Source: an optimization exercise on an open RTL-to-GDS flow (aim: small area, a short achievable clock period and few clock cycles). Production flows keep margins and buffers that such runs may drop. The RTL was checked by simulation tests, not by an equivalence proof against the original design. Power and IR drop assume default switching activity.

## sctp_enc
module sctp_enc (
    input  wire        clk,
    input  wire        rst,
    input  wire        cmd_valid,
    output wire        cmd_ready,
    input  wire [3:0]  cmd_op,
    input  wire [63:0] cmd_arg,
    input  wire [3:0]  cmd_cnt,
    input  wire        cmd_last,
    output wire        out_valid,
    input  wire        out_ready,
    output wire [63:0] out_data,
    output wire [3:0]  out_cnt,
    output wire        out_last,
    output wire        out_fault
);
export LEC_CHECK = 0
export CAP_MARGIN = 20
export CORE_MARGIN = 2
export CORE_UTILIZATION = 40
export SETUP_SLACK_MARGIN = 2.8
export SLEW_MARGIN = 20
create_clock -name core_clock -period 4.5 [get_ports {clk}]
standard.sh (not shown) runs the stock make flow with config.mk's settings and CLKGATE_MAP_FILE= SYNTH_SCRIPT=/design/flow/synth_recipe.tcl, a recipe that flattens the netlist after the stock synthesis.
==> flow/flow/run.sh <==
#!/bin/bash
# Standard ORFS flow, with the ports buffered by buf_1 cells.
export BUFFER_PORTS_ARGS="-buffer_cell sky130_fd_sc_hd__buf_1"
bash standard.sh > standard.log 2>&1
The baseline passed the timing, design-rule and antenna checks.
Testbench counts at the start, summed over its fixed seeds: cycles 15,241.
Change:
--- a/flow/config.mk
+++ b/flow/config.mk
@@ -11 +11 @@
-export SETUP_SLACK_MARGIN = 2.8
+export SETUP_SLACK_MARGIN = 1.6
Register-to-register slack loses 210 ps.
Synthesized area is unchanged.
Power came out lower by 21%.
Critical path depth came out higher by 1.
Synthesized cell count stays the same.
Global-route usage came out lower by 3.1 points.
Routed wire length came out lower by 20%.
Change:
==> flow/flow/run.sh (replaced) <==
#!/bin/bash
# Standard ORFS flow, with the ports buffered by buf_1 cells and the clock
# tree built without dummy loads.
export BUFFER_PORTS_ARGS="-buffer_cell sky130_fd_sc_hd__buf_1"
export CTS_ARGS="-sink_clustering_enable -repair_clock_nets -dont_use_dummy_load"
bash standard.sh > standard.log 2>&1
--- a/flow/config.mk
+++ b/flow/config.mk
@@ -11 +11 @@
-export SETUP_SLACK_MARGIN = 1.6
+export SETUP_SLACK_MARGIN = 2.2
Final cell count hardly moves.
Die area does not change.
Count of clock-buffer cells in the layout drops by 4.
Change:
--- a/flow/flow/run.sh
+++ b/flow/flow/run.sh
@@ -5 +5 @@
-export CTS_ARGS="-sink_clustering_enable -repair_clock_nets -dont_use_dummy_load"
+export CTS_ARGS="-sink_clustering_enable -repair_clock_nets -dont_use_dummy_load -sink_clustering_size 28 -sink_clustering_max_diameter 70"
--- a/flow/config.mk
+++ b/flow/config.mk
@@ -11 +11 @@
-export SETUP_SLACK_MARGIN = 2.2
+export SETUP_SLACK_MARGIN = 1.8
Effect: The new run finished clean. Count of clock-buffer cells in the layout is lower by 10. Cell area is lower by 5.1%. Sequential cell count does not change. Wire length is lower by 2.3%. Non-clock buffer count is lower by 13. Total power is lower by 7.2%. Clock skew is higher by 37 ps.

* * *

Another version of the RTL of sctp_enc (not shown whole).
Size in the first run: roughly 1300 cells after synthesis, roughly 240 flip-flops, roughly 0.014 sq mm of cells after synthesis.
Settings: LEC_CHECK=0, CAP_MARGIN=20, CORE_MARGIN=2, CORE_UTILIZATION=40, SETUP_SLACK_MARGIN=2.1, SLEW_MARGIN=20; clock period 4.5 ns.
==> flow/flow/run.sh <==
#!/bin/bash
# Standard ORFS flow, with the ports buffered by buf_1 cells and the clock
# tree built without dummy loads.
export BUFFER_PORTS_ARGS="-buffer_cell sky130_fd_sc_hd__buf_1"
export CTS_ARGS="-sink_clustering_enable -repair_clock_nets -dont_use_dummy_load -sink_clustering_size 28 -sink_clustering_max_diameter 70"
bash standard.sh > standard.log 2>&1
Testbench counts at the start, summed over its fixed seeds: cycles 15,241.
==> next run, changes <==
Settings changed: SETUP_SLACK_MARGIN 2.1 to 2.0, TNS_END_PERCENT set to 20.
After rerunning:
- final area fell by 3.0%
- die area is unchanged
- global-route usage stays flat
- via count came out lower by 1.8%
==> next run, changes <==
Settings changed: CORE_UTILIZATION 40 to 30, SETUP_SLACK_MARGIN 2.0 to 1.9, TNS_END_PERCENT 20 to unset.
Result: The changed run passed the timing, design-rule and antenna checks. Synthesized area is unchanged. Design area climbs by a few percent. Routed wire length is higher by a few percent. Sequential power hardly moves. Global-route usage shrinks by 4.5 points. Core utilization is lower by 9.7 points. Fmax drops slightly.
==> next run, changes <==
Settings changed: CORE_UTILIZATION 30 to 40, SETUP_SLACK_MARGIN 1.9 to 1.7.
Setup slack got worse by 0.033 ns.
Final cell count drops by 7.6%.
Wire length is lower by 5.2%.
Global-route usage increases by 4.4 points.
Die area decreases by 25%.
Design area fell by 3.1%.
Register-to-register slack is worse by 0.03 ns.
Power came out lower by 5.2%.
Clock skew shrinks by 0.024 ns.
Synthesized cell count is unchanged.
Flip-flop and latch count stays the same.

* * *

sctp_enc again, from the RTL that the note above started with.
export LEC_CHECK = 0
export CAP_MARGIN = 20
export CORE_MARGIN = 2
export CORE_UTILIZATION = 40
export SETUP_SLACK_MARGIN = 1.85
export SLEW_MARGIN = 20
create_clock -name core_clock -period 4.5 [get_ports {clk}]
Scripts as last shown in full above: flow/flow/run.sh
The starting point passed the timing, design-rule and antenna checks.
Testbench counts at the start, summed over its fixed seeds: cycles 15,241.
Change:
- CORE_UTILIZATION: 40 -> 55
- SETUP_SLACK_MARGIN: 1.85 -> 1.9
Result: The changed run finished with timing, DRC and antenna clean. Routed wire length drops by 0.66%. Design area is lower by 0.90%. Sequential power stays flat. Setup slack is better by 93 ps. Sequential share of layout area increases by 0.44 points.
Change:
- CORE_UTILIZATION: 55 -> 40
Effect: Utilization is lower by 16 points; cell count climbs by 7.5%; worst setup slack is better by 71 ps; power rose by 0.96%; design area went up by 1.5%; synthesized cell count is unchanged; clock-buffer cell count goes up by 1; fmax went up by 2.8%; hold slack improved by 9.6 ps; routed wire length barely changes; first-iteration DRC count climbs by 6.7%.
Change:
- SETUP_SLACK_MARGIN: 1.9 -> 1.95
The new run went through all stages and came out clean.
Global-route usage is lower by 0.50 points.
Area after synthesis is unchanged.
Design area is higher slightly.
Clock power goes down by roughly a tenth.
Die area stays the same.
Wire length stays flat.
Change:
- CAP_MARGIN: 20 -> 5
- SETUP_SLACK_MARGIN: 1.95 -> 1.9
- SLEW_MARGIN: 20 -> 5
Total power came out higher by about 1.8%; final cell count is unchanged; wire length barely changes; via count came out lower by 0.64%.

==> re-timing with driven ports <==
How much do the figures lean on ideal ports? The routed layouts below were timed once more, with nothing changed but the port constraints. Step 1: set_driving_cell puts a clkbuf_16 on clk and a buf_2 on each other input, an assumption about the parent block. Step 2 moves the port delays by t, midway between the first and last clock arrival at a register: inputs arrive t later, outputs are due t later. That takes back most of the time a late clock gives input paths. Slacks: ideal ports / drivers / drivers and shift; pairs: ideal ports / drivers.
run | shift t [ns] | setup slack, ns | hold WS [ns] | slew at the worst register clock pin (ns)
the first run of note 1 | 0.605 | 1.925 / 1.925 / 1.423 | 0.433 / 0.433 / 0.433 | 0.07 / 0.07
the second run of note 1 | 0.577 | 1.718 / 1.718 / 1.200 | 0.440 / 0.440 / 0.440 | 0.07 / 0.07
the third run of note 1 | 0.562 | 1.958 / 1.958 / 1.546 | 0.422 / 0.422 / 0.422 | 0.06 / 0.06
the fourth run of note 1 | 0.539 | 1.895 / 1.895 / 1.400 | 0.432 / 0.432 / 0.432 | 0.11 / 0.11
the first run of note 2 | 0.543 | 2.022 / 2.022 / 1.595 | 0.421 / 0.421 / 0.421 | 0.10 / 0.10
the second run of note 2 | 0.526 | 1.929 / 1.929 / 1.479 | 0.429 / 0.429 / 0.429 | 0.11 / 0.11
the third run of note 2 | 0.557 | 1.886 / 1.886 / 1.395 | 0.422 / 0.422 / 0.422 | 0.10 / 0.10
the fourth run of note 2 | 0.526 | 1.853 / 1.854 / 1.354 | 0.430 / 0.430 / 0.430 | 0.11 / 0.11
the first run of note 3 | 0.534 | 1.839 / 1.839 / 1.431 | 0.428 / 0.428 / 0.428 | 0.10 / 0.10
the second run of note 3 | 0.533 | 1.932 / 1.932 / 1.463 | 0.418 / 0.418 / 0.418 | 0.10 / 0.10
the third run of note 3 | 0.547 | 2.003 / 2.003 / 1.556 | 0.427 / 0.427 / 0.427 | 0.11 / 0.11
the fourth run of note 3 | 0.529 | 1.973 / 1.999 / 1.470 | 0.435 / 0.435 / 0.435 | 0.11 / 0.11
the fifth run of note 3 | 0.547 | 2.003 / 2.003 / 1.556 | 0.427 / 0.427 / 0.427 | 0.11 / 0.11
After both steps every run listed still meets setup and hold. The setup slack of the second run of note 1, which loses most, moves by 0.000 ns with the drivers and by -0.518 ns with both steps.
